What follows belongs to an exercise in optimizing a design on an open flow for small area, a short achievable clock period and few clock cycles; a production flow would make more cautious choices.
Where RTL was checked, it was by simulation tests only, not by an equivalence proof against the original.
Power figures rest on the tool's default switching activity, not on a simulated workload.

## gf_decomp_mul
module gf_decomp_mul (
    input  wire        clk,
    input  wire        rst,
    input  wire        cmd_valid,
    output wire        cmd_ready,
    input  wire [7:0]  cmd_op,
    input  wire [1:0]  cmd_ksel,
    input  wire [63:0] cmd_a,
    input  wire [63:0] cmd_b,
    output wire        rsp_valid,
    input  wire        rsp_ready,
    output wire [3:0]  rsp_cc,
    output wire [63:0] rsp_result
);
For scale: about 2100 cells after synthesis, roughly 87 flip-flops, about 15000 sq um of cells after synthesis.
Settings: LEC_CHECK=0, CAP_MARGIN=20, CORE_MARGIN=2, CORE_UTILIZATION=35, PLACE_DENSITY=0.55, SETUP_SLACK_MARGIN=4, SLEW_MARGIN=20, SYNTH_MEMORY_MAX_BITS=65536; clock period 8.0 ns.
run.sh (not shown) runs the stock make flow with config.mk's settings and CLKGATE_MAP_FILE= SYNTH_SCRIPT=/design/flow/synth_recipe.tcl, a recipe that flattens the netlist after the stock synthesis.
The starting point finished clean.
Rerun with:
SETUP_SLACK_MARGIN = not set   (was 4)
- utilization is lower by 8.5 points
- design area went down by about a fifth
- die area is unchanged
- maximum frequency came out lower by a quarter to a third
- worst setup slack is worse by 1.7 ns
- clock power increases by roughly a tenth
No run of this note included a check of the RTL's function; only the layout flow was run.

trial 11:
gf_decomp_mul, a different RTL version from the one above (not shown whole).
Size in the first run: ~78 flip-flops, about 210 I/O pins, roughly 0.012 mm^2 of cells after synthesis.
==> flow/design.v (excerpt) <==
module gf_decomp_mul (
    input  wire        clk,
    input  wire        rst,
    input  wire        cmd_valid,
    output wire        cmd_ready,
    input  wire [7:0]  cmd_op,
    input  wire [1:0]  cmd_ksel,
    input  wire [63:0] cmd_a,
    input  wire [63:0] cmd_b,
    output wire        rsp_valid,
    input  wire        rsp_ready,
    output wire [3:0]  rsp_cc,
    output wire [63:0] rsp_result
);
clock: 8.0 ns
lec_check: 0
cap_margin: 20
core_margin: 2
core_utilization: 60
place_density: 0.75
setup_slack_margin: 3.4
slew_margin: 20
synth_memory_max_bits: 65536
standard.sh (not shown) runs the stock make flow with config.mk's settings and CLKGATE_MAP_FILE= SYNTH_SCRIPT=/design/flow/synth_recipe.tcl, a recipe that flattens the netlist after the stock synthesis.
==> flow/flow/run.sh <==
#!/bin/bash
# The standard layout (the standard.sh: ORFS synthesis through finish),
# with one change: the port buffers that global placement inserts on every
# input and output are sky130_fd_sc_hd__buf_1 instead of the cell buffer_ports
# picks by default (clkdlybuf4s50_1, a delay cell); timing repair resizes
# them as needed.
set -euo pipefail
cd "$(dirname "$0")/.."
export BUFFER_PORTS_ARGS="-buffer_cell sky130_fd_sc_hd__buf_1"
bash standard.sh > standard_make.log 2>&1
Inputs modified between trial 11 and build 48:
Settings: SETUP_SLACK_MARGIN changed from 3.4 to 3.8.
--- outcome ---
Trial 11 has higher post-layout minimum cycle time than build 48. [compare] base=trial 11 new=build 48: utilization saw an increase; total power went up 1.7%; combinational power share now larger; switching power summed over all nets saw an increase; filler cell count in the final layout lower. The higher worst hold slack of trial 11 and build 48 is in trial 11.
Function was not checked in any run of this note: the RTL went through the layout flow alone.

The RTL this note starts from:
==> flow/design.v <==
module gf_decomp_mul (
    input  wire        clk,
    input  wire        rst,
    input  wire        cmd_valid,
    output wire        cmd_ready,
    input  wire [7:0]  cmd_op,
    input  wire [1:0]  cmd_ksel,
    input  wire [63:0] cmd_a,
    input  wire [63:0] cmd_b,
    output wire        rsp_valid,
    input  wire        rsp_ready,
    output wire [3:0]  rsp_cc,
    output wire [63:0] rsp_result
);
    localparam OP_CFG   = 8'h04;
    localparam OP_NBM   = 8'h30;
    localparam OP_BLDRT = 8'h31;
    localparam OP_RTRD  = 8'h32;
    localparam OP_MSL8  = 8'h33;
    localparam OP_MODRB = 8'h34;
    localparam OP_MULD  = 8'h35;
    localparam CC_OK      = 3'd0;
    localparam CC_ILLEGAL = 3'd1;
    localparam CC_NOCFG   = 3'd2;
    localparam CC_WIDTH   = 3'd3;
    localparam CC_OPERAND = 3'd4;
    localparam CC_TABLE   = 3'd5;
    reg        cfg_valid;
    reg        k16;           
    reg [15:0] poly;
    reg        rt_valid;
    localparam MK = 4;                  
    localparam [2:0] MSTEPS = 16 / MK;
    reg [15:0] mv;                      
    reg [15:0] mu;                      
    reg [2:0]  mcnt;                    
    reg        pend;                    
    reg        pend_bldrt;              
    reg [2:0]  cc_q;
    reg [31:0] x_q;
    reg        ok_q;
    wire rsp_v = pend && !(pend_bldrt && mcnt > 3'd1);
    assign rsp_valid = rsp_v;
    assign rsp_cc    = {1'b0, cc_q};
    assign cmd_ready = !pend || (rsp_v && rsp_ready);
    wire fire = cmd_valid && cmd_ready;
    wire is_cfg   = (cmd_op == OP_CFG);
    wire is_nbm   = (cmd_op == OP_NBM);
    wire is_bldrt = (cmd_op == OP_BLDRT);
    wire is_rtrd  = (cmd_op == OP_RTRD);
    wire is_msl8  = (cmd_op == OP_MSL8);
    wire is_modrb = (cmd_op == OP_MODRB);
    wire is_muld  = (cmd_op == OP_MULD);
    wire is_field = is_bldrt | is_rtrd | is_msl8 | is_modrb | is_muld;
    wire a_hi32 = |cmd_a[63:32];
    wire a_hi16 = a_hi32 | (|cmd_a[31:16]);
    wire a_hi8  = a_hi16 | (|cmd_a[15:8]);
    wire a_hi4  = a_hi8  | (|cmd_a[7:4]);
    wire b_hi16 = |cmd_b[63:16];
    wire b_hi4  = b_hi16 | (|cmd_b[15:4]);
    reg cfg_bad;
    always @(*) begin
        case (cmd_ksel)
            2'd0: cfg_bad = a_hi4;
            2'd1: cfg_bad = a_hi8;
            2'd2: cfg_bad = a_hi16;
            default: cfg_bad = a_hi32;
        endcase
    end
    wire field_bad = (is_rtrd & a_hi8) | (is_msl8 & a_hi16) |
                     (is_modrb & a_hi32) | (is_muld & (a_hi16 | b_hi16));
    reg [2:0] cc;
    always @(*) begin
        if (is_cfg)
            cc = cfg_bad ? CC_OPERAND : CC_OK;
        else if (is_nbm)
            cc = (a_hi8 | b_hi4) ? CC_OPERAND : CC_OK;
        else if (is_field) begin
            if (!cfg_valid)
                cc = CC_NOCFG;
            else if (!k16)
                cc = CC_WIDTH;
            else if (field_bad)
                cc = CC_OPERAND;
            else if (!is_bldrt && !rt_valid)
                cc = CC_TABLE;
            else
                cc = CC_OK;
        end else
            cc = CC_ILLEGAL;
    end
    wire ok = (cc == CC_OK);
    wire [15:0] A = cmd_a[15:0];
    wire [15:0] B = cmd_b[15:0];
    reg [30:0] prod;
    integer i;
    always @(*) begin
        prod = 31'd0;
        for (i = 0; i < 16; i = i + 1)
            if (B[i]) prod = prod ^ ({15'd0, A} << i);
    end
    wire sel_mul   = is_muld | is_nbm;
    wire sel_modrb = is_modrb;
    wire sel_msl8  = is_msl8;
    wire sel_rtrd  = is_rtrd;
    wire [31:0] X = ({32{sel_mul}}   & {1'b0, prod})
                  | ({32{sel_modrb}} & cmd_a[31:0])
                  | ({32{sel_msl8}}  & {8'd0, cmd_a[15:0], 8'd0})
                  | ({32{sel_rtrd}}  & {cmd_a[15:0], 16'd0});
    function [15:0] mulx;
        input [15:0] v;
        input [15:0] p;
        begin
            mulx = {v[14:0], 1'b0} ^ (p & {16{v[15]}});
        end
    endfunction
    reg [15:0] mstep [0:MK];
    reg [MK-1:0] mbits;
    integer j;
    always @(*) begin
        mstep[0] = mv;
        for (j = 0; j < MK; j = j + 1) begin
            mbits[MK-1-j] = mstep[j][15];
            mstep[j+1] = mulx(mstep[j], poly);
        end
    end
    wire [15:0] H = x_q[31:16] & {16{ok_q}};
    reg  [30:0] hm;
    reg  [30:0] qp;
    always @(*) begin
        hm = 31'd0;
        for (j = 0; j < 16; j = j + 1)
            if (mu[j]) hm = hm ^ ({15'd0, H} << j);
    end
    wire [15:0] q = H ^ {1'b0, hm[30:16]};
    always @(*) begin
        qp = 31'd0;
        for (j = 0; j < 16; j = j + 1)
            if (poly[j]) qp = qp ^ ({15'd0, q} << j);
    end
    wire [15:0] red = (x_q[15:0] & {16{ok_q}}) ^ qp[15:0];
    assign rsp_result = {48'd0, red};
    always @(posedge clk) begin
        if (fire && ok && is_cfg) begin
            mv <= cmd_a[15:0];
        end else if (mcnt != 3'd0) begin
            mv <= mstep[MK];
            mu <= {mu[15-MK:0], mbits};
        end
    end
    always @(posedge clk) begin
        if (rst) begin
            pend       <= 1'b0;
            pend_bldrt <= 1'b0;
            mcnt       <= 3'd0;
            cfg_valid  <= 1'b0;
            k16        <= 1'b0;
            poly       <= 16'd0;
            rt_valid   <= 1'b0;
        end else begin
            if (mcnt != 3'd0)
                mcnt <= mcnt - 3'd1;
            if (rsp_v && rsp_ready)
                pend <= 1'b0;
            if (fire) begin
                pend       <= 1'b1;
                pend_bldrt <= is_bldrt;
                if (ok && is_cfg) begin
                    cfg_valid <= 1'b1;
                    k16       <= (cmd_ksel == 2'd2);
                    poly      <= cmd_a[15:0];
                    rt_valid  <= 1'b0;
                    mcnt      <= MSTEPS;
                end
                if (ok && is_bldrt)
                    rt_valid <= 1'b1;
            end
        end
    end
    always @(posedge clk) begin
        if (cmd_ready) begin
            cc_q <= cc;
            x_q  <= X;
            ok_q <= ok;
        end
    end
endmodule
==> flow/config.mk <==
export PLATFORM = sky130hd
export DESIGN_NAME = gf_decomp_mul
export DESIGN_NICKNAME = gf_decomp_mul
export VERILOG_FILES = /design/flow/design.v
export SDC_FILE = /design/flow/constraint.sdc
export NUM_CORES = 4
export LEC_CHECK = 0
export CAP_MARGIN = 20
export CORE_MARGIN = 2
export CORE_UTILIZATION = 35
export PLACE_DENSITY = 0.55
export SETUP_SLACK_MARGIN = 3
export SLEW_MARGIN = 20
export SYNTH_MEMORY_MAX_BITS = 65536
==> flow/constraint.sdc <==
create_clock -name core_clock -period 8.0 [get_ports {clk}]
set_input_delay 1.6000 -clock core_clock [delete_from_list [all_inputs] [get_ports {clk}]]
set_output_delay 1.6000 -clock core_clock [all_outputs]
set_load 0.01 [all_outputs]
Scripts as last shown in full above: flow/flow/run.sh
Edit:
==> flow/run.sh (new file) <==
#!/bin/bash
# synth_recipe.tcl (not shown) runs the flow's synth.tcl, then flattens the netlist and writes it again
# the make line also repeats each setting of config.mk as NAME=value (left out here)
make -C /OpenROAD-flow-scripts/flow DESIGN_CONFIG=/design/flow/config.mk WORK_HOME=/design/flow/orfs CLKGATE_MAP_FILE= SYNTH_SCRIPT=/design/flow/synth_recipe.tcl finish
--- a/flow/config.mk
+++ b/flow/config.mk
@@ -7,0 +8 @@
+export ABC_AREA = 1
removed: flow/flow/run.sh
removed: flow/standard.sh
- sequential power went up by about 1%
- design area increases by 21%
- global-route usage increases by 2.6 points
- area after synthesis goes up by 15%
- maximum frequency drops by 3.3%
- utilization climbs by 2.0 points
- synthesized cell count rose by 43%
Edit:
--- a/flow/config.mk
+++ b/flow/config.mk
@@ -8 +7,0 @@
-export ABC_AREA = 1
@@ -13 +12 @@
-export SETUP_SLACK_MARGIN = 3
+export SETUP_SLACK_MARGIN = 5
Total power went up by 39%.
Core utilization went up by 8.6 points.
Worst setup slack improves by 0.18 ns.
First-iteration DRC count went up by 3.9%.
Clock power went down by 20%.
Die area went down by 13%.
Worst hold slack degrades by 0.0060 ns.
Edit:
--- a/flow/config.mk
+++ b/flow/config.mk
@@ -12 +12 @@
-export SETUP_SLACK_MARGIN = 5
+export SETUP_SLACK_MARGIN = 3
After rerunning: The changed run ran to the end with no violations; area after synthesis does not change; power decreases by 14%; final cell count fell by 4.1%; global-route usage went down by 4.3 points; worst setup slack loses 0.0064 ns; synthesized cell count is unchanged; fmax hardly moves; critical path depth does not change.
Edit:
--- a/flow/config.mk
+++ b/flow/config.mk
@@ -7,0 +8 @@
+export ABC_CLOCK_PERIOD_IN_PS = 3500
=> Die area does not change. Synthesized area does not change. Hold slack does not change. Wire length is unchanged. Via count is unchanged. Clock skew is unchanged. Final area stays the same.
Edit:
--- a/flow/config.mk
+++ b/flow/config.mk
@@ -8 +7,0 @@
-export ABC_CLOCK_PERIOD_IN_PS = 3500
@@ -13 +12 @@
-export SETUP_SLACK_MARGIN = 3
+export SETUP_SLACK_MARGIN = 4
The changed run went through all stages and came out clean.
Cell area climbs by about 7%.
Clock-buffer cell count drops by 1.
Wire length climbs by about 3%.
Power climbs by 13%.
Clock skew climbs by 0.0031 ns.
Final cell count climbs by 1.9%.
Function was not checked in any run of this note: the RTL went through the layout flow alone.

Another version of the RTL of gf_decomp_mul (not shown whole).
For scale: about 1600 cells after synthesis, roughly 210 I/O pins.
==> flow/config.mk <==
export PLATFORM = sky130hd
export DESIGN_NAME = gf_decomp_mul
export DESIGN_NICKNAME = gf_decomp_mul
export VERILOG_FILES = /design/flow/design.v
export SDC_FILE = /design/flow/constraint.sdc
export NUM_CORES = 4
export LEC_CHECK = 0
export CAP_MARGIN = 20
export CORE_MARGIN = 2
export CORE_UTILIZATION = 35
export PLACE_DENSITY = 0.55
export SETUP_SLACK_MARGIN = 3
export SLEW_MARGIN = 20
export SYNTH_MEMORY_MAX_BITS = 65536
==> flow/constraint.sdc <==
create_clock -name core_clock -period 8.0 [get_ports {clk}]
set_input_delay 1.6000 -clock core_clock [delete_from_list [all_inputs] [get_ports {clk}]]
set_output_delay 1.6000 -clock core_clock [all_outputs]
set_load 0.01 [all_outputs]
==> flow/flow/run.sh <==
#!/bin/bash
# The standard layout (the standard.sh: ORFS synthesis through finish),
# with one change: the port buffers that global placement inserts on every
# input and output are sky130_fd_sc_hd__buf_1 instead of the cell buffer_ports
# picks by default (clkdlybuf4s50_1, a delay cell); timing repair resizes
# them as needed.
set -euo pipefail
cd "$(dirname "$0")/.."
export BUFFER_PORTS_ARGS="-buffer_cell sky130_fd_sc_hd__buf_1"
bash standard.sh > standard_make.log 2>&1
Next try:
==> flow/run.sh (new file) <==
#!/bin/bash
# synth_recipe.tcl (not shown) runs the flow's synth.tcl, then flattens the netlist and writes it again
# the make line also repeats each setting of config.mk as NAME=value (left out here)
make -C /OpenROAD-flow-scripts/flow DESIGN_CONFIG=/design/flow/config.mk WORK_HOME=/design/flow/orfs CLKGATE_MAP_FILE= SYNTH_SCRIPT=/design/flow/synth_recipe.tcl finish
--- a/flow/config.mk
+++ b/flow/config.mk
@@ -10,5 +10,5 @@
 export CORE_UTILIZATION = 35
 export PLACE_DENSITY = 0.55
-export SETUP_SLACK_MARGIN = 3
+export SETUP_SLACK_MARGIN = 4
 export SLEW_MARGIN = 20
 export SYNTH_MEMORY_MAX_BITS = 65536
removed: flow/flow/run.sh
removed: flow/standard.sh
What happened:
- utilization climbs by 9.2 points
- worst setup slack improves by 15 ps
- count of clock-buffer cells in the layout drops by 1
- maximum frequency climbs by 0.31%
- register-to-register slack gets worse by 40 ps
- sequential cell count is unchanged
No functional check of the RTL was part of any run of this note.

RTL: one of the versions met above, not the one the previous note started from.
Size: ~78 flip-flops, roughly 210 I/O pins.
clock: 8.0 ns
lec_check: 0
cap_margin: 20
core_margin: 2
core_utilization: 50
place_density: 0.65
setup_slack_margin: 3.6
slew_margin: 20
synth_memory_max_bits: 65536
==> flow/flow/run.sh <==
#!/bin/bash
# The standard layout (the standard.sh: ORFS synthesis through finish),
# with one change: the port buffers that global placement inserts on every
# input and output are sky130_fd_sc_hd__buf_1 instead of the cell buffer_ports
# picks by default (clkdlybuf4s50_1, a delay cell); timing repair resizes
# them as needed.
set -euo pipefail
cd "$(dirname "$0")/.."
export BUFFER_PORTS_ARGS="-buffer_cell sky130_fd_sc_hd__buf_1"
bash standard.sh > standard_make.log 2>&1
Change:
CORE_UTILIZATION = 60   (was 50)
PLACE_DENSITY = 0.75   (was 0.65)
Final area goes down by 0.55%. Total power came out lower by 0.66%. Register-to-register slack loses 0.12 ns. Synthesized area does not change. Final cell count falls by 3.3%. Clock-buffer cell count grows by 3. Critical path depth increases by 1. Global-route usage goes up by 3.7 points. Routed wire length falls by 1.6%. Combinational power goes up by about 0.9%. Die area shrinks by 16%.
No run of this note included a check of the RTL's function; only the layout flow was run.

Another version of the RTL of gf_decomp_mul (not shown whole).
Size: about 1700 cells after synthesis, ~0.012 sq mm of cells after synthesis.
export LEC_CHECK = 0
export CAP_MARGIN = 20
export CORE_MARGIN = 2
export CORE_UTILIZATION = 35
export PLACE_DENSITY = 0.55
export SETUP_SLACK_MARGIN = 3.6
export SLEW_MARGIN = 20
export SYNTH_MEMORY_MAX_BITS = 65536
create_clock -name core_clock -period 8.0 [get_ports {clk}]
Scripts as last shown in full above: flow/flow/run.sh
Testbench counts at the start, summed over its fixed seeds: cycles 2,480.
Rerun with:
--- a/flow/config.mk
+++ b/flow/config.mk
@@ -11,3 +11,3 @@
 export PLACE_DENSITY = 0.55
-export SETUP_SLACK_MARGIN = 3.6
+export SETUP_SLACK_MARGIN = 4.0
 export SLEW_MARGIN = 20
What happened: Die area does not change; global-route usage grows by 0.80 points; clock-buffer cell count stays the same; critical path depth stays the same; via count increases by 0.95%; final area increases by 3.7%.
Rerun with:
--- a/flow/config.mk
+++ b/flow/config.mk
@@ -11,3 +11,3 @@
 export PLACE_DENSITY = 0.55
-export SETUP_SLACK_MARGIN = 4.0
+export SETUP_SLACK_MARGIN = 3
 export SLEW_MARGIN = 20
Effect: Design area shrinks by a few percent; sequential power shrinks slightly; final cell count shrinks slightly; clock power shrinks by a few percent; setup slack is worse by 0.39 ns; critical path depth is unchanged; synthesized cell count does not change; register-to-register slack is worse by 0.41 ns; global-route usage shrinks by 0.93 points; die area does not change.

## static timing again, ports no longer ideal
The flow's constraints put no driver on any port. The routed layouts listed below were extracted and timed again, unchanged, in two steps. Step 1 assumes that a clkbuf_16 drives the clock port and a buf_2 every other input. Step 2, shift: input delay + t, output delay - t, t = (earliest + latest rising clock arrival at the registers) / 2. This alone moves slack from input paths to output paths. a / b / c = no drivers / after step 1 / after step 2; a / b = the first two.
run | shift t [ns] | setup slack, ns | slew at the worst register clock pin (ns)
the first run of note 1 | 0.407 | 2.737 / 2.687 / 3.095 | 0.09 / 0.09
the second run of note 1 | 0.409 | 1.015 / 0.959 / 1.368 | 0.09 / 0.09
trial 11 | 0.375 | 3.529 / 3.541 / 3.170 | 0.06 / 0.06
build 48 | 0.371 | 3.627 / 3.589 / 3.545 | 0.07 / 0.07
the first run of note 3 | 0.390 | 3.037 / 2.990 / 3.160 | 0.07 / 0.07
the second run of note 3 | 0.384 | 2.870 / 2.822 / 3.134 | 0.07 / 0.07
the third run of note 3 | 0.384 | 3.054 / 3.010 / 3.394 | 0.08 / 0.08
the fourth run of note 3 | 0.379 | 3.047 / 3.000 / 2.932 | 0.07 / 0.07
the fifth run of note 3 | 0.379 | 3.047 / 3.000 / 2.932 | 0.07 / 0.07
the sixth run of note 3 | 0.385 | 3.055 / 3.007 / 3.391 | 0.07 / 0.07
the first run of note 4 | 0.393 | 3.127 / 3.078 / 3.302 | 0.08 / 0.08
the second run of note 4 | 0.406 | 3.142 / 3.090 / 3.497 | 0.07 / 0.07
the first run of note 5 | 0.394 | 3.676 / 3.632 / 3.440 | 0.07 / 0.07
the second run of note 5 | 0.380 | 3.765 / 3.724 / 3.475 | 0.06 / 0.06
the first run of note 6 | 0.379 | 3.672 / 3.629 / 3.507 | 0.07 / 0.07
the second run of note 6 | 0.385 | 3.705 / 3.662 / 3.841 | 0.07 / 0.07
the third run of note 6 | 0.379 | 3.311 / 3.268 / 3.553 | 0.07 / 0.07
After both steps setup and hold are still met in every run listed. The setup slack of trial 11, which loses most, moves by +0.012 ns with the drivers and by -0.359 ns with both steps.
